This design comes from an exercise in tuning for small area, a short achievable clock period and few clock cycles per item on the open sky130 flow, not from production work.
Only simulation tests tie the RTL to the original design; equivalence was not proved.
The clock input has no modelled driver; a real chip could not lean on it and would need a root buffer or a full tree.
Power and IR drop assume default switching activity.

Design fcodec, start of the top module:
module fcodec (
    input  wire        clk,
    input  wire        rst,
    input  wire        in_valid,
    output wire        in_ready,
    input  wire [2:0]  op,
    input  wire [7:0]  sig,
    input  wire [63:0] opa,
    output reg         out_valid,
    output reg  [31:0] res,
    output reg         frng,
    output reg  [1:0]  err
);
==> flow/config.mk <==
export PLATFORM = sky130hd
export DESIGN_NAME = fcodec
export DESIGN_NICKNAME = fcodec
export VERILOG_FILES = /design/flow/design.v
export SDC_FILE = /design/flow/constraint.sdc
export NUM_CORES = 4
export LEC_CHECK = 0
export ABC_AREA = 1
export CAP_MARGIN = 80
export CORE_MARGIN = 2
export CORE_UTILIZATION = 40
export SLEW_MARGIN = 80
==> flow/constraint.sdc <==
create_clock -name core_clock -period 14.0 [get_ports {clk}]
set_input_delay 2.8000 -clock core_clock [delete_from_list [all_inputs] [get_ports {clk}]]
set_output_delay 2.8000 -clock core_clock [all_outputs]
set_load 0.01 [all_outputs]
run.sh (not shown) runs the stock make flow with config.mk's settings and CLKGATE_MAP_FILE= SYNTH_SCRIPT=/design/flow/synth_recipe.tcl, a recipe that flattens the netlist after the stock synthesis.
Testbench counts at the start, summed over its fixed seeds: cycles 32,024, items 32,000.
Next try:
==> flow/flow/run.sh (new file) <==
#!/bin/bash
set -euo pipefail
bash standard.sh SETUP_SLACK_MARGIN=10.2 finish > orfs_make.log 2>&1
==> flow/standard.sh (new file) <==
#!/bin/bash
# synth_recipe.tcl (not shown) runs the flow's synth.tcl, then flattens the netlist and writes it again
# the make line also repeats each setting of config.mk as NAME=value (left out here)
make -C /OpenROAD-flow-scripts/flow DESIGN_CONFIG=/design/flow/config.mk WORK_HOME=/design/flow/orfs CLKGATE_MAP_FILE= SYNTH_SCRIPT=/design/flow/synth_recipe.tcl "${@:-finish}"
CAP_MARGIN = 20   (was 80)
SLEW_MARGIN = 20   (was 80)
removed: flow/run.sh
Outcome: First-iteration DRC count went up by 4.2%. Via count goes up by 2.9%. Non-clock buffer count came out higher by 26. Utilization grows by 1.2 points. Setup slack improved by 1.1 ns. Sequential share of layout area falls by 0.76 points. Count of clock-buffer cells in the layout stays the same. Routed wire length is higher by 5.2%. Combinational power climbs by 6.8%. Clock power stays flat. Total power increases by 2.2%.

---

Another version of the RTL of fcodec (not shown whole).
Size in the first run: about 120 I/O pins, about 0.0092 mm2 of cells after synthesis.
clock: 14.0 ns
lec_check: 0
abc_area: 1
cap_margin: 20
core_margin: 2
core_utilization: 40
slew_margin: 20
standard.sh (not shown) runs the stock make flow with config.mk's settings and CLKGATE_MAP_FILE= SYNTH_SCRIPT=/design/flow/synth_recipe.tcl, a recipe that flattens the netlist after the stock synthesis.
==> flow/flow/run.sh <==
#!/bin/bash
# Layout flow: the standard ORFS flow (standard.sh) at the design's
# clock period and constraints, with these settings changed on the make
# command line:
#  - SYNTH_SCRIPT: flow/mysynth.tcl, the standard synthesis with ABC's
#    combinational mapping run with flow/map.abc (an area-oriented script)
#    instead of ORFS's abc_area.script; registers are unchanged;
#  - SETUP_SLACK_MARGIN: ORFS's timing repair aims for this setup slack
#    instead of 0, so the layout reaches a shorter period than the clock's;
#  - BUFFER_PORTS_ARGS: the port buffers are buf_1 cells (resized by the
#    repair where timing needs it) instead of the resizer's default pick;
#  - PRE_CTS_TCL: flow/clock_tree.tcl builds a balanced two-level clock tree
#    (4 + 8 clkbuf_16) in place of clock_tree_synthesis; the rest of ORFS's
#    CTS step (legalisation, timing repair) runs unchanged.
# The make output goes to orfs_make.log; each ORFS step also writes its own
# log under orfs/logs (synthesis: orfs/logs/.../1_2_yosys.log).
set -euo pipefail
export MAP_ABC="$PWD/flow/map.abc"
export MAP_ABC_DELAY_PS=3000
bash standard.sh \
  "SYNTH_SCRIPT=$PWD/flow/mysynth.tcl" \
  SETUP_SLACK_MARGIN=10.45 \
  "BUFFER_PORTS_ARGS=-buffer_cell sky130_fd_sc_hd__buf_1" \
  "PRE_CTS_TCL=$PWD/flow/clock_tree.tcl" \
  finish > orfs_make.log 2>&1
==> flow/flow/map.abc <==
strash; &get -n; &fraig -x; &put; scorr; dc2; dretime; strash; dch -f; map -a; topo; stime -c; upsize -c {D}; dnsize -c {D}
==> flow/flow/mysynth.tcl <==
# Synthesis: the standard synthesis script (the contents of
# synth_recipe.tcl, which runs ORFS's synth.tcl), with ABC's technology
# mapping of the combinational logic run with the script $MAP_ABC
# (flow/map.abc) instead of ORFS's abc_area.script. Yosys maps the registers
# before ABC runs, so they are the standard synthesis's.
proc synth {args} { yosys synth -nofsm -noshare {*}$args }
proc abc {args} {
  set out {}
  set skip 0
  foreach a $args {
    if { $skip } { set skip 0; continue }
    if { $a eq "-script" || $a eq "-D" } { set skip 1; continue }
    lappend out $a
  }
  yosys abc {*}$out -script $::env(MAP_ABC) -D $::env(MAP_ABC_DELAY_PS)
}
source $::env(SCRIPTS_DIR)/synth.tcl
# left out here: clear keep_hierarchy, flatten, clean up, hide names made inside functions, write 1_2_yosys.v
Other scripts of this flow, unchanged in this note and not shown: flow/flow/clock_tree.tcl
The first run completed without violations.
Testbench counts at the start, summed over its fixed seeds: cycles 32,024, items 32,000.
Change:
==> flow/flow/run.sh (replaced) <==
#!/bin/bash
# Layout flow: the standard ORFS flow (standard.sh: unchanged synthesis
# and steps) at the design's clock period and constraints, with these
# settings changed on the make command line:
#  - SETUP_SLACK_MARGIN: ORFS's timing repair aims for this setup slack
#    instead of 0, so the layout reaches a shorter period than the clock's;
#  - BUFFER_PORTS_ARGS: the port buffers are buf_1 cells (resized by the
#    repair where timing needs it) instead of the resizer's default pick;
#  - PRE_CTS_TCL: flow/clock_tree.tcl builds a balanced two-level clock tree
#    (4 + 8 clkbuf_16) in place of clock_tree_synthesis; the rest of ORFS's
#    CTS step (legalisation, timing repair) runs unchanged.
# The make output goes to orfs_make.log; each ORFS step also writes its own
# log under orfs/logs.
set -euo pipefail
bash standard.sh \
  SETUP_SLACK_MARGIN=10.45 \
  "BUFFER_PORTS_ARGS=-buffer_cell sky130_fd_sc_hd__buf_1" \
  "PRE_CTS_TCL=$PWD/flow/clock_tree.tcl" \
  finish > orfs_make.log 2>&1
removed: flow/flow/map.abc
removed: flow/flow/mysynth.tcl
Outcome:
- The new run completed without violations
- power fell by 5.7%
- final cell count increases by 8.2%
- sequential share of layout area climbs by 1.0 points
- wire length grows by 0.52%
- worst setup slack gains 770 ps
- die area climbs by 8.8%
- final area decreases by 4.2%
- core utilization came out lower by 6.0 points
- combinational power went down by 17%
Change:
CORE_UTILIZATION = 45   (was 40)
PLACE_DENSITY = 0.75   (was not set)
Outcome: Sequential share of layout area increases by 0.32 points. Wire length decreases by 4.4%. Cell count went down by 2.8%. Via count increases by 0.43%. Worst hold slack got worse by 4.2 ps. Cell area went down by 1.5%. Setup slack barely changes.
Change:
CORE_UTILIZATION = 35   (was 45)
Effect: The new run completed with no timing, DRC or antenna violations; maximum frequency barely changes; area after synthesis is unchanged; final cell count came out higher by a few percent; design area came out higher slightly; global-route usage came out lower by 6.9 points; sequential power is about the same.
Change:
ABC_AREA = 0   (was 1)
CORE_UTILIZATION = 40   (was 35)
PLACE_DENSITY = not set   (was 0.75)
The changed run went through all stages and came out clean.
Via count fell by a few percent.
Power rises by a few percent.
Routed wire length came out higher by roughly a tenth.
Maximum frequency fell by a little under a tenth.
Synthesized cell count came out lower by about a fifth.
First-iteration DRC count goes down by about a fifth.
In every run of this note, the design's own scripts or RTL, not TritonCTS, make the clock network.

---

## amber
Starting RTL as in the previous note.
export LEC_CHECK = 0
export ABC_AREA = 1
export CAP_MARGIN = 20
export CORE_MARGIN = 2
export CORE_UTILIZATION = 40
export PLACE_DENSITY = 0.75
export SLEW_MARGIN = 20
create_clock -name core_clock -period 14.0 [get_ports {clk}]
==> flow/flow/run.sh <==
#!/bin/bash
# Layout flow: the standard ORFS flow (standard.sh: unchanged synthesis
# and steps) at the design's clock period and constraints, with these
# settings changed on the make command line:
#  - SETUP_SLACK_MARGIN: ORFS's timing repair aims for this setup slack
#    instead of 0, so the layout reaches a shorter period than the clock's;
#  - BUFFER_PORTS_ARGS: the port buffers are buf_1 cells (resized by the
#    repair where timing needs it) instead of the resizer's default pick;
#  - PRE_CTS_TCL: flow/clock_tree.tcl builds a balanced two-level clock tree
#    (4 + 8 clkbuf_16) in place of clock_tree_synthesis; the rest of ORFS's
#    CTS step (legalisation, timing repair) runs unchanged.
# The make output goes to orfs_make.log; each ORFS step also writes its own
# log under orfs/logs.
set -euo pipefail
bash standard.sh \
  SETUP_SLACK_MARGIN=10.55 \
  "BUFFER_PORTS_ARGS=-buffer_cell sky130_fd_sc_hd__buf_1" \
  "PRE_CTS_TCL=$PWD/flow/clock_tree.tcl" \
  finish > orfs_make.log 2>&1
Other scripts of this flow, unchanged in this note and not shown: flow/flow/clock_tree.tcl
amber: no failed stages, no open violations at the end
Testbench counts of amber, summed over its fixed seeds: cycles 32,024, items 32,000.
### amber -> umber
diff --git a/flow/flow/run.sh b/flow/flow/run.sh
--- a/flow/flow/run.sh
+++ b/flow/flow/run.sh
@@ -14,5 +14,5 @@
 set -euo pipefail
 bash standard.sh \
-  SETUP_SLACK_MARGIN=10.55 \
+  SETUP_SLACK_MARGIN=10.45 \
   "BUFFER_PORTS_ARGS=-buffer_cell sky130_fd_sc_hd__buf_1" \
   "PRE_CTS_TCL=$PWD/flow/clock_tree.tcl" \
==> comparison <==
The lower number of optimization iterations in the first detailed-route pass came out of amber.
Combinational power ends up higher on amber.
The fraction of met1 tracks used by global routing of amber and that of umber are within noise of each other.
Sort amber and umber by layout net count asc -> top: umber
The run with more setup slack is amber; umber has less.
Part of the power in the clock network in umber is 0.3 points above amber.
Total routing usage reported by global routing across amber and umber: no real change.
As far as fmax is concerned, umber and amber perform about the same.
Of the two values seen for timing startpoint of the critical path, res[23] was produced by umber and err[0] by amber.
Edits applied to the flow inputs when going from umber to maple:
Settings: swapping 0.75 for 0.85 in PLACE_DENSITY.
## What came out
Looking at setup slack, maple sits below umber. Utilization umber -> maple: up. maple vs. umber: part of the cycle the worst path needs roughly the same, proportion of cell area occupied by registers lower, multi-input combinational cell area higher, minimum clock period after layout higher. Lower number of ordinary inverters in the final layout was reported by maple, not umber.
In every run of this note, the design's own scripts or RTL, not TritonCTS, make the clock network.

---

Setup of trial 52:
fcodec, a different RTL version from the one above (not shown whole).
Size: ~1600 cells after synthesis, roughly 130 flip-flops, roughly 120 I/O pins, about 0.010 mm2 of cells after synthesis.
clock: 14.0 ns
lec_check: 0
abc_area: 1
cap_margin: 20
core_margin: 2
core_utilization: 40
slew_margin: 20
==> flow/flow/run.sh <==
#!/bin/bash
# Layout flow: the standard ORFS flow (standard.sh: unchanged synthesis
# and steps) at the design's clock period and constraints, with these
# settings changed on the make command line:
#  - SETUP_SLACK_MARGIN: ORFS's timing repair aims for this setup slack
#    instead of 0, so the layout reaches a shorter period than the clock's;
#  - BUFFER_PORTS_ARGS: the port buffers are buf_1 cells (resized by the
#    repair where timing needs it) instead of the resizer's default pick;
#  - PRE_CTS_TCL: flow/clock_tree.tcl builds a balanced two-level clock tree
#    (4 + 8 clkbuf_16) in place of clock_tree_synthesis; the rest of ORFS's
#    CTS step (legalisation, timing repair) runs unchanged.
# The make output goes to orfs_make.log; each ORFS step also writes its own
# log under orfs/logs.
set -euo pipefail
bash standard.sh \
  SETUP_SLACK_MARGIN=10.35 \
  "BUFFER_PORTS_ARGS=-buffer_cell sky130_fd_sc_hd__buf_1" \
  "PRE_CTS_TCL=$PWD/flow/clock_tree.tcl" \
  finish > orfs_make.log 2>&1
Other scripts of this flow, unchanged in this note and not shown: flow/flow/clock_tree.tcl
Trial 52 finished end to end and its layout was clean on timing, DRC and antenna.
Testbench counts of trial 52, summed over its fixed seeds: cycles 32,024, items 32,000.
diff inputs: trial 52 => trial 46
Settings: setting PLACE_DENSITY to 0.7 for the first time; changing CORE_UTILIZATION from 40 to 55.
Looking at trial 46 and trial 52, the sequential cell area share is a wash.
Sort trial 46 and trial 52 by ratio of final minimum period to clock period desc -> top: trial 46
On fraction of area in multi-input gates, trial 46 and trial 52 are basically level.
Higher total instance count after detailed placement was reported by trial 52, not trial 46.
Re number of signal-net inverters in the final layout: no difference whatsoever between trial 52 and trial 46.
Maximum frequency ends up higher on trial 52.
Diff trial 46 and trial 52: global-route usage lower in trial 52
In every run of this note, the design's own scripts or RTL, not TritonCTS, make the clock network.

---

fcodec, a different RTL version from the one above (not shown whole).
For scale: roughly 1,600 cells after synthesis, about 9800 µm² of cells after synthesis.
Settings: LEC_CHECK=0, ABC_AREA=1, CAP_MARGIN=20, CORE_MARGIN=2, CORE_UTILIZATION=40, SLEW_MARGIN=20; clock period 14.0 ns.
==> flow/flow/run.sh <==
#!/bin/bash
# Layout flow: the standard ORFS flow (standard.sh: unchanged synthesis
# and steps) at the design's clock period and constraints, with these
# settings changed on the make command line:
#  - SETUP_SLACK_MARGIN: ORFS's timing repair aims for this setup slack
#    instead of 0, so the layout reaches a shorter period than the clock's;
#  - BUFFER_PORTS_ARGS: the port buffers are buf_1 cells (resized by the
#    repair where timing needs it) instead of the resizer's default pick;
#  - PRE_CTS_TCL: flow/clock_tree.tcl builds a balanced two-level clock tree
#    (4 + 8 clkbuf_16) in place of clock_tree_synthesis; the rest of ORFS's
#    CTS step (legalisation, timing repair) runs unchanged.
# The make output goes to orfs_make.log; each ORFS step also writes its own
# log under orfs/logs.
set -euo pipefail
bash standard.sh \
  SETUP_SLACK_MARGIN=10.4 \
  "BUFFER_PORTS_ARGS=-buffer_cell sky130_fd_sc_hd__buf_1" \
  "PRE_CTS_TCL=$PWD/flow/clock_tree.tcl" \
  finish > orfs_make.log 2>&1
Other scripts of this flow, unchanged in this note and not shown: flow/flow/clock_tree.tcl
Testbench counts at the start, summed over its fixed seeds: cycles 32,024, items 32,000.
Change:
--- a/flow/flow/run.sh
+++ b/flow/flow/run.sh
@@ -14,5 +14,5 @@
 set -euo pipefail
 bash standard.sh \
-  SETUP_SLACK_MARGIN=10.4 \
+  SETUP_SLACK_MARGIN=10.3 \
   "BUFFER_PORTS_ARGS=-buffer_cell sky130_fd_sc_hd__buf_1" \
   "PRE_CTS_TCL=$PWD/flow/clock_tree.tcl" \
What happened: The new run passed the timing, DRC and antenna checks; routed wire length goes down by 2.4%; final area goes down by 4.8%; power goes down by 1.9%; worst hold slack stays flat; via count goes down by 1.6%; combinational power goes down by 4.5%; sequential share of layout area goes up by 0.88 points; worst setup slack improved by 0.011 ns; sequential power barely changes; clock power is about the same; cell count goes down by 1.8%.
In every run of this note, the design's own scripts or RTL, not TritonCTS, make the clock network.

---

## job 101
fcodec, a different RTL version from the one above (not shown whole).
For scale: ~140 flip-flops, about 120 I/O pins, ~0.010 mm² of cells after synthesis.
==> flow/config.mk <==
export PLATFORM = sky130hd
export DESIGN_NAME = fcodec
export DESIGN_NICKNAME = fcodec
export VERILOG_FILES = /design/flow/design.v
export SDC_FILE = /design/flow/constraint.sdc
export NUM_CORES = 4
export LEC_CHECK = 0
export ABC_AREA = 1
export CAP_MARGIN = 20
export CORE_MARGIN = 2
export CORE_UTILIZATION = 40
export SLEW_MARGIN = 20
==> flow/constraint.sdc <==
create_clock -name core_clock -period 14.0 [get_ports {clk}]
set_input_delay 2.8000 -clock core_clock [delete_from_list [all_inputs] [get_ports {clk}]]
set_output_delay 2.8000 -clock core_clock [all_outputs]
set_load 0.01 [all_outputs]
==> flow/flow/run.sh <==
#!/bin/bash
# Layout flow: the standard ORFS flow (standard.sh: unchanged synthesis
# and steps) at the design's clock period and constraints, with three
# settings changed on the make command line:
#  - SETUP_SLACK_MARGIN: ORFS's timing repair aims for this setup slack
#    instead of 0, so the layout reaches a shorter period than the clock's;
#  - BUFFER_PORTS_ARGS: the port buffers are buf_1 cells (resized by the
#    repair where timing needs it) instead of the resizer's default pick;
#  - CTS_ARGS: ORFS's default clock tree options, without dummy loads, with larger sink clusters.
# The make output goes to orfs_make.log; each ORFS step also writes its own
# log under orfs/logs.
set -euo pipefail
bash standard.sh \
  SETUP_SLACK_MARGIN=10.2 \
  "BUFFER_PORTS_ARGS=-buffer_cell sky130_fd_sc_hd__buf_1" \
  "CTS_ARGS=-sink_clustering_enable -repair_clock_nets -dont_use_dummy_load -sink_clustering_size 40 -sink_clustering_max_diameter 120" \
  finish > orfs_make.log 2>&1
Testbench counts of job 101, summed over its fixed seeds: cycles 32,024, items 32,000.
Input changes introduced in job 102 (baseline for comparison: job 101):
==> flow/flow/run.sh <==
#!/bin/bash
# Layout flow: the standard ORFS flow (standard.sh: unchanged synthesis
# and steps) at the design's clock period and constraints, with three
# settings changed on the make command line:
#  - SETUP_SLACK_MARGIN: ORFS's timing repair aims for this setup slack
#    instead of 0, so the layout reaches a shorter period than the clock's;
#  - BUFFER_PORTS_ARGS: the port buffers are buf_1 cells (resized by the
#    repair where timing needs it) instead of the resizer's default pick;
#  - CTS_ARGS: ORFS's default clock tree options, without dummy loads.
# The make output goes to orfs_make.log; each ORFS step also writes its own
# log under orfs/logs.
set -euo pipefail
bash standard.sh \
  SETUP_SLACK_MARGIN=10.25 \
  "BUFFER_PORTS_ARGS=-buffer_cell sky130_fd_sc_hd__buf_1" \
  "CTS_ARGS=-sink_clustering_enable -repair_clock_nets -dont_use_dummy_load" \
  finish > orfs_make.log 2>&1
### Flow results
- There was hardly any difference in area taken by multi-input logic gates between job 101 and job 102.
- Job 102 vs. job 101: sequential share of cell area moved down, time the final worst path needs with I/O delays and setup went down by 16 ps, slew at the pin closest to its max-slew limit grew by 26 ps, highest cell delay on the worst timing path decreased 120 ps.

==> static timing again, ports no longer ideal <==
The flow's constraints put no driver on any port. The routed layouts listed below were extracted and timed again, unchanged, in two steps.
Step 1 (the two cells are an assumption about what drives the block):
set clk [get_ports {clk}]
set_driving_cell -lib_cell sky130_fd_sc_hd__clkbuf_16 $clk
set_driving_cell -lib_cell sky130_fd_sc_hd__buf_2 [delete_from_list [all_inputs] $clk]
Step 2, shift: input delay + t, output delay - t, t = (earliest + latest rising clock arrival at the registers) / 2. This alone moves slack from input paths to output paths.
Slacks: ideal / step 1 / step 2; pairs: ideal / step 1.
run | t, ns | setup WS [ns] | hold WS [ns]
the first run of note 1 | 0.487 | 9.078 / 9.078 / 9.078 | 0.362 / 0.362 / 0.362
the second run of note 1 | 0.477 | 10.160 / 10.160 / 10.111 | 0.354 / 0.354 / 0.354
the first run of note 2 | 0.371 | 9.709 / 9.709 / 9.709 | 0.328 / 0.328 / 0.328
the second run of note 2 | 0.397 | 10.476 / 10.357 / 10.296 | 0.332 / 0.332 / 0.332
the third run of note 2 | 0.383 | 10.476 / 10.369 / 10.399 | 0.328 / 0.328 / 0.328
the fourth run of note 2 | 0.388 | 10.481 / 10.371 / 10.291 | 0.330 / 0.330 / 0.330
the fifth run of note 2 | 0.384 | 10.141 / 10.141 / 10.141 | 0.331 / 0.331 / 0.331
amber | 0.377 | 10.484 / 10.378 / 10.383 | 0.325 / 0.325 / 0.325
umber | 0.375 | 10.478 / 10.376 / 10.273 | 0.323 / 0.323 / 0.323
maple | 0.385 | 10.474 / 10.367 / 10.392 | 0.332 / 0.332 / 0.332
trial 52 | 0.384 | 10.452 / 10.343 / 10.315 | 0.337 / 0.337 / 0.337
trial 46 | 0.381 | 10.414 / 10.337 / 10.232 | 0.332 / 0.332 / 0.332
the first run of note 5 | 0.372 | 10.370 / 10.347 / 10.370 | 0.331 / 0.331 / 0.331
the second run of note 5 | 0.371 | 10.381 / 10.346 / 10.381 | 0.331 / 0.331 / 0.331
job 101 | 0.476 | 10.273 / 10.231 / 10.273 | 0.350 / 0.350 / 0.350
job 102 | 0.480 | 10.289 / 10.241 / 10.313 | 0.350 / 0.350 / 0.350
After both steps setup and hold are still met in every run listed. The setup slack of umber, which loses most, moves by -0.102 ns with the drivers and by -0.205 ns with both steps.
